Context: an optimization exercise on an open-source flow, tuned for small area, a short achievable clock period and few clock cycles per item. The choices shown serve that exercise and are no tape-out recipe.
Function was checked by simulation only, so behaviour that the tests miss may differ from the original.
Power figures rest on the tool's default switching activity, not on a simulated workload.

==> flow/design.v, too long to show whole: its modules and the start of the top module <==
// module hpsdr_telem: 135 lines
// module hpsdr_fa: 5 lines
// module hpsdr_ha: 5 lines
// module hpsdr_s2: 1176 lines
// module hpsdr_bridge: 374 lines
// module hpsdr_add46: 290 lines
module hpsdr_telem (
    input  wire        clk,
    input  wire        rst,
    input  wire        in_valid,
    output wire        in_ready,
    input  wire [7:0]  in_c0,
    input  wire [31:0] in_data,
    output wire        out_valid,
    input  wire        out_ready,
    output reg  [2:0]  out_kind,
    output reg  [2:0]  out_keys,
    output reg  [31:0] out_a,
    output reg  [31:0] out_b
);
  // ...
==> flow/flow/run.sh <==
#!/bin/bash
set -euo pipefail
bash standard.sh SETUP_SLACK_MARGIN=6.8 finish > standard_flow.log 2>&1
==> flow/standard.sh <==
#!/bin/bash
# synth_recipe.tcl (not shown) runs the flow's synth.tcl, then flattens the netlist and writes it again
# the make line also repeats each setting of config.mk as NAME=value (left out here)
make -C /OpenROAD-flow-scripts/flow DESIGN_CONFIG=/design/flow/config.mk WORK_HOME=/design/flow/orfs CLKGATE_MAP_FILE= SYNTH_SCRIPT=/design/flow/synth_recipe.tcl "${@:-finish}"
==> flow/config.mk <==
export PLATFORM = sky130hd
export DESIGN_NAME = hpsdr_telem
export DESIGN_NICKNAME = hpsdr_telem
export VERILOG_FILES = /design/flow/design.v
export SDC_FILE = /design/flow/constraint.sdc
export NUM_CORES = 4
export LEC_CHECK = 0
export CAP_MARGIN = 20
export CORE_MARGIN = 2
export CORE_UTILIZATION = 40
export CTS_BUF_LIST = sky130_fd_sc_hd__clkbuf_4 sky130_fd_sc_hd__clkbuf_8
export SLEW_MARGIN = 20
export SYNTH_HIERARCHICAL = 1
==> flow/constraint.sdc <==
create_clock -name core_clock -period 12.0 [get_ports {clk}]
set_input_delay 2.4000 -clock core_clock [delete_from_list [all_inputs] [get_ports {clk}]]
set_output_delay 2.4000 -clock core_clock [all_outputs]
set_load 0.01 [all_outputs]
==> flow_results.xml, run 1 <==
<?xml version="1.0" encoding="UTF-8"?>
<metrics>
  <group name="cells_and_area">
    <metric name="layout.filler_cells" unit="">5750</metric>
    <metric name="number_of_combinational_gates_with_multiple_inputs" unit="">2040</metric>
    <metric name="buffers_excl_clock" unit="">307</metric>
    <metric name="seqAreaFraction" unit="">0.210</metric>
    <metric name="flow.area_growth_from_synthesis" unit="%">20.7</metric>
    <metric name="register_bank_with_the_most_flops" unit="">r2_t</metric>
    <metric name="fin_cells" unit="">3671</metric>
    <metric name="number_of_antenna_repair_diodes" unit="">1</metric>
  </group>
  <group name="worst_setup_path">
    <metric name="timing.critical_path.depth" unit="">13</metric>
    <metric name="crit_type" unit="">primary input to flop</metric>
    <metric name="critPathSlowestCell" unit="">clkdlybuf4s50_1</metric>
    <metric name="worst_setup_path_start_kind" unit="">primary input</metric>
    <metric name="end_kind" unit="">flop</metric>
  </group>
  <group name="power">
    <metric name="sequential_cell_fraction_of_total_power" unit="">0.154</metric>
    <metric name="combinationalPowerShare" unit="">0.762</metric>
    <metric name="max-vdd-ir-drop" unit="mV">0.350</metric>
    <metric name="power_clock" unit="W">0.000751</metric>
  </group>
  <group name="floorplan">
    <metric name="start_util" unit="">0.405</metric>
    <metric name="dieWidth" unit="um">260</metric>
    <metric name="chipHeight" unit="um">260</metric>
  </group>
  <group name="timing">
    <metric name="crit_path_time_final" unit="ps">5180</metric>
    <metric name="worst_clock_skew" unit="ps">42.8</metric>
    <metric name="normalized_max_slew_margin" unit="">0.240</metric>
    <metric name="final_hold_violation_count" unit="">0</metric>
    <metric name="grt_setup_unrepaired" unit="">yes</metric>
  </group>
  <group name="global_route">
    <metric name="groute.layer.met1.usage" unit="">0.312</metric>
    <metric name="pin_count_of_the_biggest_net_entering_global_routing" unit="">82</metric>
    <metric name="grt_first_pass_wirelength" unit="um">125000</metric>
  </group>
  <group name="placed_design">
    <metric name="place.gp.congestion" unit="">0.953</metric>
    <metric name="placed_insts" unit="">3418</metric>
    <metric name="preCtsSetupSlack" unit="ps">5690</metric>
    <metric name="buffer_ports.inserted" unit="">114</metric>
  </group>
  <group name="run_status">
    <metric name="result_of_the_run" unit="">finished clean</metric>
  </group>
  <group name="yosys">
    <metric name="syn_area_per_cell" unit="um^2">10.5</metric>
  </group>
  <group name="detailed_routing">
    <metric name="met3RoutedLength" unit="um">4760</metric>
    <metric name="top_signal_layer_used" unit="">met5</metric>
  </group>
  <group name="clock_tree">
    <metric name="register_clock_pin_slew_on_the_reported_worst_setup_and_hold_paths" unit="ps">60</metric>
  </group>
</metrics>
Testbench counts, summed over its fixed seeds: cycles 3,224, items 3,200.
==> module hpsdr_telem, before the edit <==
module hpsdr_telem (
    input  wire        clk,
    input  wire        rst,
    input  wire        in_valid,
    output wire        in_ready,
    input  wire [7:0]  in_c0,
    input  wire [31:0] in_data,
    output wire        out_valid,
    input  wire        out_ready,
    output reg  [2:0]  out_kind,
    output reg  [2:0]  out_keys,
    output reg  [31:0] out_a,
    output reg  [31:0] out_b
);
    localparam [2:0] K_INFO   = 3'd0;
    localparam [2:0] K_FWD    = 3'd1;
    localparam [2:0] K_REV    = 3'd2;
    localparam [2:0] K_SUPPLY = 3'd3;
    localparam [2:0] K_ADC    = 3'd4;
    localparam [2:0] K_RAW    = 3'd5;
    localparam [2:0] K_REV0   = 3'd6;    
    reg v1, v2, v3;
    reg skid_full;
    wire en   = ~v3 | out_ready;
    wire take = in_valid & ~skid_full;
    assign in_ready  = ~skid_full;
    assign out_valid = v3;
    reg [2:0] in_kind;
    always @(*) begin
        case (in_c0[7:3])
            5'd0:    in_kind = K_INFO;
            5'd1:    in_kind = K_FWD;
            5'd2:    in_kind = K_REV;
            5'd3:    in_kind = K_SUPPLY;
            5'd4:    in_kind = K_ADC;
            default: in_kind = K_RAW;
        endcase
    end
    reg [2:0]  sk_kind;
    reg [2:0]  sk_keys;
    reg [31:0] sk_data;
    wire [2:0]  s_kind = skid_full ? sk_kind : in_kind;
    wire [2:0]  s_keys = skid_full ? sk_keys : in_c0[2:0];
    wire [31:0] s_data = skid_full ? sk_data : in_data;
    wire [15:0] s_hi   = s_data[31:16];
    wire [15:0] s_lo   = s_data[15:0];
    wire [19:0] u_hi = {1'b0, s_hi, 3'b0} + {3'b0, s_hi, 1'b0} + {4'b0, s_hi} - 20'd110;
    wire [19:0] u_lo = {1'b0, s_lo, 3'b0} + {3'b0, s_lo, 1'b0} + {4'b0, s_lo};
    wire        s_rev = (s_kind == K_REV);
    wire        s_fwd = (s_kind == K_FWD);
    wire        s_sup = (s_kind == K_SUPPLY);
    wire        s_oth = ~(s_rev | s_fwd | s_sup);
    wire [19:0] s_ub  = ({20{s_rev}} & u_hi) | ({20{s_fwd}} & u_lo);
    wire [19:0] s_us  = ({20{s_sup}} & u_lo) | ({20{s_oth}} & {4'd0, s_lo});
    reg [2:0]  r1_kind, r2_kind;
    reg [2:0]  r1_keys, r2_keys;
    reg [15:0] r1_h, r2_h;
    reg [19:0] r1_ub, r1_us;
    reg [39:0] r2_t;
    wire        conv = (r1_kind == K_FWD) | (r1_kind == K_REV) | (r1_kind == K_REV0) |
                       (r1_kind == K_SUPPLY);
    wire [39:0] t;
    hpsdr_s2 u_s2 (.ub(r1_ub), .us(r1_us), .t(t));
    wire [30:0] qb;
    hpsdr_bridge u_br (.t(r2_t), .q(qb));
    wire [7:0] c1 = r2_h[15:8];
    wire [7:0] c2 = r2_h[7:0];
    wire [7:0] c3 = r2_t[15:8];
    wire [7:0] c4 = r2_t[7:0];
    function [8:0] ver(input [7:0] v);
        reg [7:0] q, r;
        begin
            q = v / 8'd10;
            r = v % 8'd10;
            ver = {q[4:0], r[3:0]};
        end
    endfunction
    reg [2:0]  k_n;
    reg [31:0] a_r, b_r;
    always @(*) begin
        k_n = r2_kind;
        a_r = 32'd0;
        b_r = 32'd0;
        case (r2_kind)
            K_INFO:   begin a_r = {25'd0, c1[6:0]};
                            b_r = {5'd0, ver(c2), ver(c3), ver(c4)}; end
            K_FWD:    a_r = {16'd0, r2_h};
            K_REV:    b_r = {16'd0, r2_h};
            K_REV0:   begin b_r = {16'd0, r2_h}; k_n = K_REV; end
            K_SUPPLY: begin a_r = {16'd0, r2_h}; b_r = {7'd0, r2_t[24:0]}; end
            K_ADC:    begin a_r = {28'd0, c4[0], c3[0], c2[0], c1[0]};
                            b_r = {4'd0, c4[7:1], c3[7:1], c2[7:1], c1[7:1]}; end
            default:  a_r = {r2_h, r2_t[15:0]};
        endcase
    end
    wire [31:0] a_n = a_r | ({32{r2_kind == K_REV}} & {1'b0, qb});
    wire [31:0] b_n = b_r | ({32{r2_kind == K_FWD}} & {1'b0, qb});
    always @(posedge clk) begin
        if (rst) begin
            v1 <= 1'b0;
            v2 <= 1'b0;
            v3 <= 1'b0;
            skid_full <= 1'b0;
        end else if (en) begin
            v1 <= skid_full | take;
            v2 <= v1;
            v3 <= v2;
            skid_full <= 1'b0;
        end else if (take) begin
            skid_full <= 1'b1;
        end
    end
    always @(posedge clk) begin
        if (~skid_full) begin
            sk_kind <= in_kind;
            sk_keys <= in_c0[2:0];
            sk_data <= in_data;
        end
        if (en) begin
            r1_kind <= (s_rev && s_hi <= 16'd10) ? K_REV0 : s_kind;
            r1_keys <= s_keys;
            r1_h    <= s_rev ? s_lo : s_hi;
            r1_ub   <= s_ub;
            r1_us   <= s_us;
            r2_kind <= r1_kind;
            r2_keys <= r1_keys;
            r2_h    <= r1_h;
            r2_t    <= {t[39:16], conv ? t[15:0] : r1_us[15:0]};
            out_kind <= k_n;
            out_keys <= r2_keys;
            out_a    <= a_n;
            out_b    <= b_n;
        end
    end
endmodule
==> run 2, diff against run 1 <==
--- a/flow/design.v
+++ b/flow/design.v
@@ -14,17 +14,17 @@
 );
     localparam [2:0] K_INFO   = 3'd0;
     localparam [2:0] K_FWD    = 3'd1;
     localparam [2:0] K_REV    = 3'd2;
     localparam [2:0] K_SUPPLY = 3'd3;
     localparam [2:0] K_ADC    = 3'd4;
     localparam [2:0] K_RAW    = 3'd5;
     localparam [2:0] K_REV0   = 3'd6;    
-    reg v1, v2, v3;
+    reg v1, v2a, v2, v3;
     reg skid_full;
     wire en   = ~v3 | out_ready;
     wire take = in_valid & ~skid_full;
     assign in_ready  = ~skid_full;
     assign out_valid = v3;
     reg [2:0] in_kind;
     always @(*) begin
         case (in_c0[7:3])
@@ -34,38 +34,45 @@
             5'd3:    in_kind = K_SUPPLY;
             5'd4:    in_kind = K_ADC;
             default: in_kind = K_RAW;
         endcase
     end
     reg [2:0]  sk_kind;
     reg [2:0]  sk_keys;
     reg [31:0] sk_data;
-    wire [2:0]  s_kind = skid_full ? sk_kind : in_kind;
-    wire [2:0]  s_keys = skid_full ? sk_keys : in_c0[2:0];
-    wire [31:0] s_data = skid_full ? sk_data : in_data;
+    reg        v0;
+    reg [2:0]  s_kind;
+    reg [2:0]  s_keys;
+    reg [31:0] s_data;
     wire [15:0] s_hi   = s_data[31:16];
     wire [15:0] s_lo   = s_data[15:0];
     wire [19:0] u_hi = {1'b0, s_hi, 3'b0} + {3'b0, s_hi, 1'b0} + {4'b0, s_hi} - 20'd110;
     wire [19:0] u_lo = {1'b0, s_lo, 3'b0} + {3'b0, s_lo, 1'b0} + {4'b0, s_lo};
     wire        s_rev = (s_kind == K_REV);
     wire        s_fwd = (s_kind == K_FWD);
     wire        s_sup = (s_kind == K_SUPPLY);
     wire        s_oth = ~(s_rev | s_fwd | s_sup);
     wire [19:0] s_ub  = ({20{s_rev}} & u_hi) | ({20{s_fwd}} & u_lo);
     wire [19:0] s_us  = ({20{s_sup}} & u_lo) | ({20{s_oth}} & {4'd0, s_lo});
-    reg [2:0]  r1_kind, r2_kind;
-    reg [2:0]  r1_keys, r2_keys;
-    reg [15:0] r1_h, r2_h;
+    reg [2:0]  r1_kind, r2a_kind, r2_kind;
+    reg [2:0]  r1_keys, r2a_keys, r2_keys;
+    reg [15:0] r1_h, r2a_h, r2_h;
+    reg [15:0] r2a_lo;
+    reg [39:0] r2a_ra, r2a_rb;
+    reg        r2a_fc;
     reg [19:0] r1_ub, r1_us;
     reg [39:0] r2_t;
-    wire        conv = (r1_kind == K_FWD) | (r1_kind == K_REV) | (r1_kind == K_REV0) |
-                       (r1_kind == K_SUPPLY);
+    wire [39:0] ra, rb;
+    wire        fc;
+    hpsdr_s2 u_s2 (.ub(r1_ub), .us(r1_us), .ra(ra), .rb(rb), .fc(fc));
+    wire        conv = (r2a_kind == K_FWD) | (r2a_kind == K_REV) | (r2a_kind == K_REV0) |
+                       (r2a_kind == K_SUPPLY);
     wire [39:0] t;
-    hpsdr_s2 u_s2 (.ub(r1_ub), .us(r1_us), .t(t));
+    hpsdr_cpa40 u_cpa (.ra(r2a_ra), .rb(r2a_rb), .fc(r2a_fc), .t(t));
     wire [30:0] qb;
     hpsdr_bridge u_br (.t(r2_t), .q(qb));
     wire [7:0] c1 = r2_h[15:8];
     wire [7:0] c2 = r2_h[7:0];
     wire [7:0] c3 = r2_t[15:8];
     wire [7:0] c4 = r2_t[7:0];
     function [8:0] ver(input [7:0] v);
         reg [7:0] q, r;
@@ -92,45 +99,59 @@
                             b_r = {4'd0, c4[7:1], c3[7:1], c2[7:1], c1[7:1]}; end
             default:  a_r = {r2_h, r2_t[15:0]};
         endcase
     end
     wire [31:0] a_n = a_r | ({32{r2_kind == K_REV}} & {1'b0, qb});
     wire [31:0] b_n = b_r | ({32{r2_kind == K_FWD}} & {1'b0, qb});
     always @(posedge clk) begin
         if (rst) begin
+            v0 <= 1'b0;
             v1 <= 1'b0;
+            v2a <= 1'b0;
             v2 <= 1'b0;
             v3 <= 1'b0;
             skid_full <= 1'b0;
         end else if (en) begin
-            v1 <= skid_full | take;
-            v2 <= v1;
+            v0 <= skid_full | take;
+            v1 <= v0;
+            v2a <= v1;
+            v2 <= v2a;
             v3 <= v2;
             skid_full <= 1'b0;
         end else if (take) begin
             skid_full <= 1'b1;
         end
     end
     always @(posedge clk) begin
         if (~skid_full) begin
             sk_kind <= in_kind;
             sk_keys <= in_c0[2:0];
             sk_data <= in_data;
         end
         if (en) begin
+            s_kind  <= skid_full ? sk_kind : in_kind;
+            s_keys  <= skid_full ? sk_keys : in_c0[2:0];
+            s_data  <= skid_full ? sk_data : in_data;
             r1_kind <= (s_rev && s_hi <= 16'd10) ? K_REV0 : s_kind;
             r1_keys <= s_keys;
             r1_h    <= s_rev ? s_lo : s_hi;
             r1_ub   <= s_ub;
             r1_us   <= s_us;
-            r2_kind <= r1_kind;
-            r2_keys <= r1_keys;
-            r2_h    <= r1_h;
-            r2_t    <= {t[39:16], conv ? t[15:0] : r1_us[15:0]};
+            r2a_kind <= r1_kind;
+            r2a_keys <= r1_keys;
+            r2a_h    <= r1_h;
+            r2a_lo   <= r1_us[15:0];
+            r2a_ra   <= ra;
+            r2a_rb   <= rb;
+            r2a_fc   <= fc;
+            r2_kind <= r2a_kind;
+            r2_keys <= r2a_keys;
+            r2_h    <= r2a_h;
+            r2_t    <= {t[39:16], conv ? t[15:0] : r2a_lo};
             out_kind <= k_n;
             out_keys <= r2_keys;
             out_a    <= a_n;
             out_b    <= b_n;
         end
     end
 endmodule
 module hpsdr_fa (a, b, c, s, co);
@@ -138,20 +159,22 @@
     output wire s, co;
     assign {co, s} = a + b + c;
 endmodule
 module hpsdr_ha (a, b, s, co);
     input wire a, b;
     output wire s, co;
     assign {co, s} = a + b;
 endmodule
-module hpsdr_s2 (ub, us, t);
+module hpsdr_s2 (ub, us, ra, rb, fc);
     input wire [19:0] ub;
     input wire [19:0] us;
-    output wire [39:0] t;
+    output wire [39:0] ra;
+    output wire [39:0] rb;
+    output wire fc;
     wire [19:0] un = ~us;
     wire g1;
     wire g2;
     wire g3;
     wire g4;
     wire g5;
     wire g6;
     wire g7;
@@ -1311,18 +1334,22 @@
     hpsdr_fa s699_i (.a(c490), .b(s595), .c(c594), .s(s699), .co(c700));
     hpsdr_fa s701_i (.a(c494), .b(s597), .c(c596), .s(s701), .co(c702));
     hpsdr_fa s703_i (.a(c498), .b(s599), .c(c598), .s(s703), .co(c704));
     hpsdr_fa s705_i (.a(c500), .b(s601), .c(c600), .s(s705), .co(c706));
     hpsdr_fa s707_i (.a(c502), .b(s603), .c(c602), .s(s707), .co(c708));
     hpsdr_fa s709_i (.a(1'b1), .b(s605), .c(c604), .s(s709), .co(c710));
     hpsdr_fa s711_i (.a(g193), .b(1'b1), .c(c606), .s(s711), .co(c712));
     hpsdr_fa s713_i (.a(g194), .b(ub[19]), .c(1'b1), .s(s713), .co(c714));
-    wire [54:0] full = {1'b1, s713, s711, s709, s707, s705, s703, s701, s699, s697, s695, s693, s691, s689, s687, s685, s683, s681, s679, s677, s675, s673, s671, s669, s667, s665, s663, s661, s659, s657, s655, s653, s651, s649, s647, s645, s643, s641, s639, s637, s635, s633, s631, s629, s627, s625, s623, s621, s619, s617, s615, s613, s611, s609, s503} + {c714, c712, c710, c708, c706, c704, c702, c700, c698, c696, c694, c692, c690, c688, c686, c684, c682, c680, c678, c676, c674, c672, c670, c668, c666, c664, c662, c660, c658, c656, c654, c652, c650, c648, c646, c644, c642, c640, c638, c636, c634, c632, c630, c628, c626, c624, c622, c620, c618, c616, c614, c612, c610, c608, s607};
-    assign t = full[54:15];
+    wire [54:0] ra_ = {1'b1, s713, s711, s709, s707, s705, s703, s701, s699, s697, s695, s693, s691, s689, s687, s685, s683, s681, s679, s677, s675, s673, s671, s669, s667, s665, s663, s661, s659, s657, s655, s653, s651, s649, s647, s645, s643, s641, s639, s637, s635, s633, s631, s629, s627, s625, s623, s621, s619, s617, s615, s613, s611, s609, s503};
+    wire [54:0] rb_ = {c714, c712, c710, c708, c706, c704, c702, c700, c698, c696, c694, c692, c690, c688, c686, c684, c682, c680, c678, c676, c674, c672, c670, c668, c666, c664, c662, c660, c658, c656, c654, c652, c650, c648, c646, c644, c642, c640, c638, c636, c634, c632, c630, c628, c626, c624, c622, c620, c618, c616, c614, c612, c610, c608, s607};
+    wire [15:0] fs_ = {1'b0, ra_[14:0]} + {1'b0, rb_[14:0]};
+    assign fc = fs_[15];
+    assign ra = ra_[54:15];
+    assign rb = rb_[54:15];
 endmodule
 module hpsdr_bridge (t, q);
     input wire [39:0] t;
     output wire [30:0] q;
     wire n1;
     wire n2;
     wire n3;
     wire n4;
@@ -1688,16 +1715,23 @@
     hpsdr_ha s230_i (.a(t[35]), .b(1'b1), .s(s230), .co(c231));
     hpsdr_ha s232_i (.a(t[36]), .b(1'b1), .s(s232), .co(c233));
     hpsdr_ha s234_i (.a(t[37]), .b(1'b1), .s(s234), .co(c235));
     hpsdr_ha s236_i (.a(t[38]), .b(1'b1), .s(s236), .co(c237));
     wire [45:0] full;
     hpsdr_add46 u_add (.a({s236, s234, s232, s230, s228, s226, s224, s222, s220, s218, s216, s214, s212, s210, s208, s206, s204, s202, s200, s198, s196, s194, s192, s190, s188, s186, s184, s182, s180, s178, s176, s174, s172, s170, s168, s166, s164, s162, s160, s158, s156, s154, s152, s150, s148, s74}), .b({c235, c233, c231, c229, c227, c225, c223, c221, c219, c217, c215, c213, c211, c209, c207, c205, c203, c201, c199, c197, c195, c193, c191, c189, c187, c185, c183, c181, c179, c177, c175, c173, c171, c169, c167, c165, c163, c161, c159, c157, c155, c153, c151, c149, c147, s146}), .s(full));
     assign q = full[45:15];
 endmodule
+module hpsdr_cpa40 (ra, rb, fc, t);
+    input wire [39:0] ra, rb;
+    input wire fc;
+    output wire [39:0] t;
+    wire [40:0] s = {ra, 1'b1} + {rb, fc};
+    assign t = s[40:1];
+endmodule
 module hpsdr_add46 (a, b, s);
     input wire [45:0] a, b;
     output wire [45:0] s;
     wire [45:0] g0 = a & b;
     wire [45:0] p0 = a ^ b;
     wire g1 = g0[1] | (p0[1] & g0[0]);
     wire p1 = p0[1] & p0[0];
     wire g2 = g0[3] | (p0[3] & g0[2]);
==> flow/flow/run.sh (replaced) <==
#!/bin/bash
set -euo pipefail
bash standard.sh SETUP_SLACK_MARGIN=7.5 finish > standard_flow.log 2>&1
==> flow/config.mk (replaced) <==
export PLATFORM = sky130hd
export DESIGN_NAME = hpsdr_telem
export DESIGN_NICKNAME = hpsdr_telem
export VERILOG_FILES = /design/flow/design.v
export SDC_FILE = /design/flow/constraint.sdc
export NUM_CORES = 4
export LEC_CHECK = 0
export CAP_MARGIN = 20
export CORE_MARGIN = 2
export CORE_UTILIZATION = 40
export SLEW_MARGIN = 20
export SYNTH_HIERARCHICAL = 1
==> flow_results.xml, run 2 <==
<?xml version="1.0" encoding="UTF-8"?>
<metrics>
  <group name="worst_setup_path">
    <metric name="cp_max_fo" unit="">5</metric>
    <metric name="worst_r2r_startpoint" unit="">r2_t[33]$_DFFE_PP_</metric>
    <metric name="ff2ff_setup_slack" unit="ps">7430</metric>
    <metric name="crit_path_end" unit="">out_b[16]$_DFFE_PP_</metric>
    <metric name="timing.critical_path.from" unit="">r2_t[33]$_DFFE_PP_</metric>
    <metric name="timing.critical_path.mode_cell" unit="">buf_6</metric>
    <metric name="end_kind" unit="">flop</metric>
    <metric name="crit_type" unit="">flop to flop</metric>
    <metric name="r2r_worst_path_depth" unit="">17</metric>
    <metric name="worst_setup_path_start_kind" unit="">flop</metric>
    <metric name="r2r_end" unit="">out_b[16]$_DFFE_PP_</metric>
    <metric name="critPathArrivalTime" unit="ps">4900</metric>
    <metric name="critPathSlowestCell" unit="">fa_1</metric>
    <metric name="worstPathRequired" unit="ps">12330</metric>
    <metric name="slowest_stage_delay_on_critical_path" unit="ps">600</metric>
    <metric name="critical_path.cell_chain" unit="">buf_4, ha_1, fa_1, fa_1, ha_4, a21o_1, a21o_1, a211o_4, o21ai_4, buf_6, a31oi_4, buf_6, buf_6, o41ai_4, xnor2_1, mux2i_1, o22ai_1</metric>
  </group>
  <group name="yosys">
    <metric name="synthCells" unit="">2712</metric>
    <metric name="syn_area_per_cell" unit="um^2">11.6</metric>
    <metric name="yosys_warnings" unit="">7</metric>
    <metric name="synthesis.area" unit="um^2">31500</metric>
  </group>
  <group name="floorplan">
    <metric name="std_cell_rows" unit="">102</metric>
    <metric name="die-area" unit="um^2">81100</metric>
    <metric name="core_area" unit="um^2">77700</metric>
    <metric name="floorplan.io_pins" unit="">116</metric>
    <metric name="start_util" unit="">0.406</metric>
    <metric name="dieWidth" unit="um">285</metric>
    <metric name="chipHeight" unit="um">285</metric>
  </group>
  <group name="power">
    <metric name="switching_share" unit="">0.442</metric>
    <metric name="max-vdd-ir-drop" unit="mV">0.274</metric>
    <metric name="net-switching-power" unit="W">0.00415</metric>
    <metric name="combinationalPowerShare" unit="">0.624</metric>
    <metric name="cellInternalPower" unit="W">0.00525</metric>
    <metric name="sequential_cell_fraction_of_total_power" unit="">0.215</metric>
    <metric name="power-per-cell-area" unit="nW/um^2">263</metric>
    <metric name="clock_power_share" unit="">0.161</metric>
    <metric name="power.static_leakage" unit="nW">15.2</metric>
  </group>
  <group name="global_route">
    <metric name="pin_count_of_the_biggest_net_entering_global_routing" unit="">165</metric>
    <metric name="grt_overflow" unit="">0</metric>
    <metric name="grtUsageTotal" unit="">0.208</metric>
    <metric name="number_of_global_route_vias_before_repair" unit="">22300</metric>
    <metric name="grt_first_pass_wirelength" unit="um">131000</metric>
    <metric name="antenna_found_initial" unit="">0</metric>
  </group>
  <group name="run_status">
    <metric name="result_of_the_run" unit="">finished clean</metric>
  </group>
  <group name="placed_design">
    <metric name="placed_insts" unit="">3748</metric>
    <metric name="placedInstanceArea" unit="um^2">33300</metric>
    <metric name="dp.final_hpwl" unit="um">63600</metric>
    <metric name="buffer_ports.inserted" unit="">114</metric>
    <metric name="place.gp.congestion" unit="">0.951</metric>
  </group>
  <group name="clock_tree">
    <metric name="cts_made_buffers" unit="">46</metric>
    <metric name="tritoncts" unit="">done</metric>
    <metric name="insertion_delay" unit="ps">610</metric>
    <metric name="htree_levels" unit="">2</metric>
    <metric name="max-clock-path-buffers" unit="">3</metric>
    <metric name="cts_sinks" unit="">394</metric>
    <metric name="register_clock_pin_slew_on_the_reported_worst_setup_and_hold_paths" unit="ps">60</metric>
    <metric name="cell_chosen_for_the_clock_root" unit="">clkbuf_16</metric>
  </group>
  <group name="cells_and_area">
    <metric name="finish.utilization" unit="">0.460</metric>
    <metric name="layout.filler_cells" unit="">7024</metric>
    <metric name="number_of_antenna_repair_diodes" unit="">0</metric>
    <metric name="fin_cells" unit="">3887</metric>
    <metric name="regs_by_ff_count" unit="">r2_t: 40 flops, r2a_ra: 40 flops, r2a_rb: 40 flops</metric>
    <metric name="most_common_library_cell_in_the_layout_ignoring_fill_and_taps" unit="">edfxtp_1</metric>
    <metric name="most_frequent_cells_in_the_layout" unit="">edfxtp_1 (350), fa_1 (332), nand2_1 (227), ha_1 (213), inv_1 (144)</metric>
    <metric name="postLayoutCellArea" unit="um^2">35700</metric>
    <metric name="area.sequential" unit="um^2">11400</metric>
    <metric name="flow.area_growth_from_synthesis" unit="%">13.4</metric>
    <metric name="layout-drive-gt1-share" unit="">0.111</metric>
    <metric name="nNetsFinal" unit="">3409</metric>
    <metric name="multiInputGateArea" unit="um^2">19100</metric>
  </group>
  <group name="timing">
    <metric name="worst_clock_skew" unit="ps">31.1</metric>
    <metric name="fmax" unit="GHz">0.219</metric>
    <metric name="normalized_max_slew_margin" unit="">0.311</metric>
    <metric name="final_hold_violation_count" unit="">0</metric>
    <metric name="tns" unit="ps">0</metric>
    <metric name="grt_setup_unrepaired" unit="">yes</metric>
    <metric name="hold-worst-slack" unit="ps">417</metric>
    <metric name="worst_pin_slew" unit="ps">1030</metric>
    <metric name="finalMaxSlewViolations" unit="">0</metric>
    <metric name="crit_path_time_final" unit="ps">4570</metric>
    <metric name="final-setup-viol-count" unit="">0</metric>
    <metric name="final_min_period_over_clock_period" unit="">0.381</metric>
  </group>
  <group name="detailed_routing">
    <metric name="vias" unit="">21400</metric>
    <metric name="avgViaCountPerCell" unit="">5.50</metric>
    <metric name="drt-pass1-iter-count" unit="">6</metric>
    <metric name="wire_per_inst" unit="um">21.8</metric>
    <metric name="drt-initial-drc-count" unit="">1858</metric>
    <metric name="drc" unit="">0</metric>
    <metric name="final_antenna_net_count" unit="">0</metric>
    <metric name="postRouteWirelength" unit="um">84700</metric>
  </group>
  <group name="min_path">
    <metric name="hp-class" unit="">flop to flop</metric>
  </group>
  <group name="job">
    <metric name="timing.max_cap.violations" unit="">0</metric>
  </group>
</metrics>
-- run 2: repair_timing --
item,4_1_cts,5_1_grt
buffers inserted,39,16
gates cloned,0,0
hold endpoints to repair,0,0
gates resized for setup,25,58
hold buffers,0,0
pin swaps,18,46
endpoints found under the setup margin,57,44
-- run 2: stage by stage --
| stage | power (W) | setup WS (ps) |
|---|---|---|
| 2_1_floorplan | 0.00558 | 7510 |
| 6_report | 0.00940 | 7430 |
| 3_3_place_gp | 0.00692 | 6940 |
| 4_1_cts | 0.00885 | 7440 |
| 3_5_place_dp | 0.00698 | 6960 |
| 5_1_grt | 0.0100 | 7280 |
-- run 2: layout make-up --
type,count,area share
Clock buffer,50,0.0326
Sequential cell,394,0.319
Tap cell,1040,0.0364
Clock inverter,34,0.0137
Inverter,147,0.0154
Timing Repair Buffer,184,0.0481
Multi-Input combinational cell,2038,0.535
-- run 2: worst min-delay path by stage --
| stage | start | endpoint | slack (ps) | cells past startpoint |
|---|---|---|---|---|
| 3_3_place_gp | r2_keys[1]$_DFFE_PP_ | out_keys[1]$_DFFE_PP_ | 400 | 0 |
| 2_1_floorplan | r2_keys[0]$_DFFE_PP_ | out_keys[0]$_DFFE_PP_ | 400 | 0 |
| 6_report | r1_h[2]$_DFFE_PP_ | r2a_h[2]$_DFFE_PP_ | 420 | 0 |
| 4_1_cts | r1_h[2]$_DFFE_PP_ | r2a_h[2]$_DFFE_PP_ | 420 | 0 |
| 3_5_place_dp | r2a_h[11]$_DFFE_PP_ | r2_h[11]$_DFFE_PP_ | 400 | 0 |
| 5_1_grt | r1_h[4]$_DFFE_PP_ | r2a_h[4]$_DFFE_PP_ | 430 | 0 |
-- run 2: power groups by stage --
stage	registers (W)	logic, W	clock network [W]
after detailed placement	0.00212	0.00486	0
after global routing	0.00205	0.00637	0.00160
after CTS	0.00204	0.00527	0.00155
after global placement	0.00212	0.00480	0
final	0.00202	0.00587	0.00151
after floorplan	0.00196	0.00362	0
-- run 2: worst max-delay path, delay by kind of cell, from the launching register on --
family	cells	cell delay, ps
compound gates	7	1320
xor+xnor	1	150
fa+ha+maj	4	1610
buf+inv	4	590
flops	1	480
mux	1	160
-- run 2: metal layers --
metal	GRT usage	up-vias	share of wire
li1	-	9711	-
met1	0.269	10700	0.42
met2	0.353	751	0.49
met3	0.0297	199	0.053
met4	0.0801	0	0.040
met5	0	-	0
Testbench counts of run 2, summed over its fixed seeds: cycles 3,240, items 3,200.
==> run 3, diff against run 2 <==
==> flow/flow/run.sh (replaced) <==
#!/bin/bash
set -euo pipefail
bash standard.sh SETUP_SLACK_MARGIN=7.8 finish > standard_flow.log 2>&1
==> flow_results.xml, run 3 <==
<?xml version="1.0" encoding="UTF-8"?>
<metrics>
  <group name="global_route">
    <metric name="grt_overflow" unit="">0</metric>
    <metric name="grt_first_pass_wirelength" unit="um">134000</metric>
    <metric name="pin_count_of_the_biggest_net_entering_global_routing" unit="">79</metric>
    <metric name="grtUsageTotal" unit="">0.214</metric>
    <metric name="number_of_global_route_vias_before_repair" unit="">22600</metric>
    <metric name="antenna_found_initial" unit="">0</metric>
  </group>
  <group name="detailed_routing">
    <metric name="drt-pass1-iter-count" unit="">5</metric>
    <metric name="vias" unit="">21600</metric>
    <metric name="drc" unit="">0</metric>
    <metric name="drt-initial-drc-count" unit="">1792</metric>
    <metric name="wire_per_inst" unit="um">22.1</metric>
    <metric name="avgViaCountPerCell" unit="">5.51</metric>
    <metric name="final_antenna_net_count" unit="">0</metric>
    <metric name="postRouteWirelength" unit="um">86600</metric>
  </group>
  <group name="placed_design">
    <metric name="dp.final_hpwl" unit="um">64600</metric>
    <metric name="buffer_ports.inserted" unit="">114</metric>
    <metric name="preCtsSetupSlack" unit="ps">6740</metric>
    <metric name="place.gp.congestion" unit="">0.924</metric>
    <metric name="placed_insts" unit="">3750</metric>
  </group>
  <group name="timing">
    <metric name="final-setup-viol-count" unit="">0</metric>
    <metric name="timing.final.ws_setup" unit="ps">7420</metric>
    <metric name="fmax" unit="GHz">0.219</metric>
    <metric name="crit_path_time_final" unit="ps">4580</metric>
    <metric name="final_hold_violation_count" unit="">0</metric>
    <metric name="final_min_period_over_clock_period" unit="">0.381</metric>
    <metric name="worst_pin_slew" unit="ps">1020</metric>
    <metric name="hold-worst-slack" unit="ps">415</metric>
    <metric name="tns" unit="ps">0</metric>
    <metric name="worst_clock_skew" unit="ps">24.5</metric>
    <metric name="normalized_max_slew_margin" unit="">0.320</metric>
    <metric name="grt_setup_unrepaired" unit="">yes</metric>
    <metric name="finalMaxSlewViolations" unit="">0</metric>
  </group>
  <group name="worst_setup_path">
    <metric name="ff2ff_setup_slack" unit="ps">7420</metric>
    <metric name="timing.critical_path.depth" unit="">16</metric>
    <metric name="cp_max_fo" unit="">2</metric>
    <metric name="path_delay_family" unit="">adder cells</metric>
    <metric name="slowest_stage_delay_on_critical_path" unit="ps">560</metric>
    <metric name="critical_path.cell_chain" unit="">buf_4, inv_1, fa_1, fa_1, fa_1, ha_4, nand3_4, a211oi_4, buf_4, nor2_1, nor3_1, nor3_1, fa_2, inv_1, a221oi_2, o22ai_1</metric>
    <metric name="crit_type" unit="">flop to flop</metric>
    <metric name="r2r_worst_path_depth" unit="">16</metric>
    <metric name="critical_path_buf_inv_count" unit="">4</metric>
    <metric name="critPathArrivalTime" unit="ps">4890</metric>
    <metric name="timing.critical_path.mode_cell" unit="">fa_1</metric>
    <metric name="worst_setup_path_start_kind" unit="">flop</metric>
    <metric name="worstPathRequired" unit="ps">12310</metric>
    <metric name="end_kind" unit="">flop</metric>
    <metric name="critPathSlowestCell" unit="">fa_2</metric>
  </group>
  <group name="clock_tree">
    <metric name="cts_sinks" unit="">394</metric>
    <metric name="post_cts_hold_buffer_count" unit="">0</metric>
    <metric name="max-clock-path-buffers" unit="">3</metric>
    <metric name="cell_chosen_for_the_clock_root" unit="">clkbuf_16</metric>
    <metric name="cts_made_buffers" unit="">45</metric>
    <metric name="htree_levels" unit="">2</metric>
    <metric name="insertion_delay" unit="ps">600</metric>
    <metric name="tritoncts" unit="">done</metric>
    <metric name="register_clock_pin_slew_on_the_reported_worst_setup_and_hold_paths" unit="ps">60</metric>
  </group>
  <group name="cells_and_area">
    <metric name="fin_cells" unit="">3920</metric>
    <metric name="regs_by_ff_count" unit="">r2_t: 40 flops, r2a_ra: 40 flops, r2a_rb: 40 flops</metric>
    <metric name="layout-drive-gt1-share" unit="">0.138</metric>
    <metric name="layout.filler_cells" unit="">6932</metric>
    <metric name="nNetsFinal" unit="">3442</metric>
    <metric name="most_common_library_cell_in_the_layout_ignoring_fill_and_taps" unit="">edfxtp_1</metric>
    <metric name="most_frequent_cells_in_the_layout" unit="">edfxtp_1 (350), fa_1 (328), nand2_1 (226), ha_1 (200), and2_1 (143)</metric>
    <metric name="flow.area_growth_from_synthesis" unit="%">15.3</metric>
    <metric name="number_of_antenna_repair_diodes" unit="">0</metric>
  </group>
  <group name="yosys">
    <metric name="synthCells" unit="">2712</metric>
    <metric name="syn_area_per_cell" unit="um^2">11.6</metric>
    <metric name="synthesis.area" unit="um^2">31500</metric>
    <metric name="yosys_warnings" unit="">7</metric>
  </group>
  <group name="min_path">
    <metric name="min_path_cells" unit="">0</metric>
    <metric name="hp-class" unit="">flop to flop</metric>
  </group>
  <group name="floorplan">
    <metric name="dieWidth" unit="um">285</metric>
    <metric name="floorplan.io_pins" unit="">116</metric>
    <metric name="chipHeight" unit="um">285</metric>
    <metric name="die-area" unit="um^2">81100</metric>
    <metric name="std_cell_rows" unit="">102</metric>
    <metric name="start_util" unit="">0.406</metric>
    <metric name="core_area" unit="um^2">77700</metric>
  </group>
  <group name="run_status">
    <metric name="result_of_the_run" unit="">finished clean</metric>
  </group>
  <group name="power">
    <metric name="power.static_leakage" unit="nW">15.4</metric>
    <metric name="power-per-cell-area" unit="nW/um^2">278</metric>
    <metric name="max-vdd-ir-drop" unit="mV">0.343</metric>
  </group>
  <group name="job">
    <metric name="timing.max_cap.violations" unit="">0</metric>
  </group>
</metrics>
run 3: report_power, final:
group | switching, W | internal [W]
clock | 0.000588 | 0.000808
sequential | 0.000253 | 0.00178
combinational | 0.00365 | 0.00302
run 3: repair_timing:
| item | in CTS | in global routing |
|---|---|---|
| buffers inserted | 78 | 9 |
| gates resized for setup | 116 | 47 |
| endpoints found under the setup margin | 192 | 171 |
| pin swaps | 64 | 27 |
run 3: layer usage:
layer | GRT usage | vias to the layer above | routed length [um]
met3 | 0.0274 | 170 | 4170
li1 | - | 9786 | -
met1 | 0.273 | 10900 | 36000
met2 | 0.375 | 717 | 43300
met5 | 0 | - | 0
met4 | 0.0738 | 0 | 3100
run 3: worst register-to-register path: stages, from the launching register on:
cell and delay (ps):
edfxtp_1 410, buf_4 160, inv_1 80, fa_1 430, fa_1 540, fa_1 450, ha_4 330, nand3_4 100
a211oi_4 290, buf_4 160, nor2_1 40, nor3_1 190, nor3_1 100, fa_2 560, inv_1 80, a221oi_2 260
o22ai_1 130
run 3: worst paths after layout:
kind	start	endpoint
max	r2_t[24]$_DFFE_PP_	out_b[1]$_DFFE_PP_
min	r2a_h[0]$_DFFE_PP_	r2_h[0]$_DFFE_PP_
max reg2reg	r2_t[24]$_DFFE_PP_	out_b[1]$_DFFE_PP_
min reg2reg	r2a_h[0]$_DFFE_PP_	r2_h[0]$_DFFE_PP_
run 3: metrics by stage:
stage / util / power [W] / area [um^2]
after CTS: 0.463 / 0.00957 / 36000
after global routing: 0.468 / 0.0107 / 36400
after detailed placement: 0.428 / 0.00705 / 33300
final: 0.468 / 0.0101 / 36400
after global placement: 0.428 / 0.00697 / 33300
after floorplan: - / 0.00561 / 31800
run 3: cell type report:
type                    instances  area [um^2]  share of cell area
multi-input cells            2038        19600               0.539
flip-flops and latches        394        11400               0.313
clock inverters                31          339             0.00933
repair buffers                218         2030              0.0558
clock buffers                  52         1150              0.0317
well taps                    1040         1300              0.0358
inverters                     147          552              0.0152

-- what the ideal ports hide --
Ports are ideal in the flow. The routed layouts listed here were re-timed in OpenROAD. Step 1 sets driving cells, clkbuf_16 on the clock port and buf_2 on the other inputs (assumed; they add their load-dependent delay and slew). Step 2 also shifts input and output timing later by t, the mid clock arrival at the registers, as if the neighbouring blocks saw the same clock. a / b / c = ideal ports / drivers / drivers and shift; a / b = the first two.
run | shift t [ns] | slack for setup (ns) | worst hold slack (ns)
run 1 | 0.676 | 6.818 / 6.838 / 6.179 | 0.418 / 0.418 / 0.418
run 2 | 0.660 | 7.428 / 7.428 / 7.251 | 0.417 / 0.417 / 0.417
run 3 | 0.643 | 7.423 / 7.423 / 7.321 | 0.415 / 0.415 / 0.415
After both steps every run listed still meets setup and hold. For run 1, which loses most, drivers alone change the setup slack by +0.020 ns; drivers and shift together by -0.639 ns.
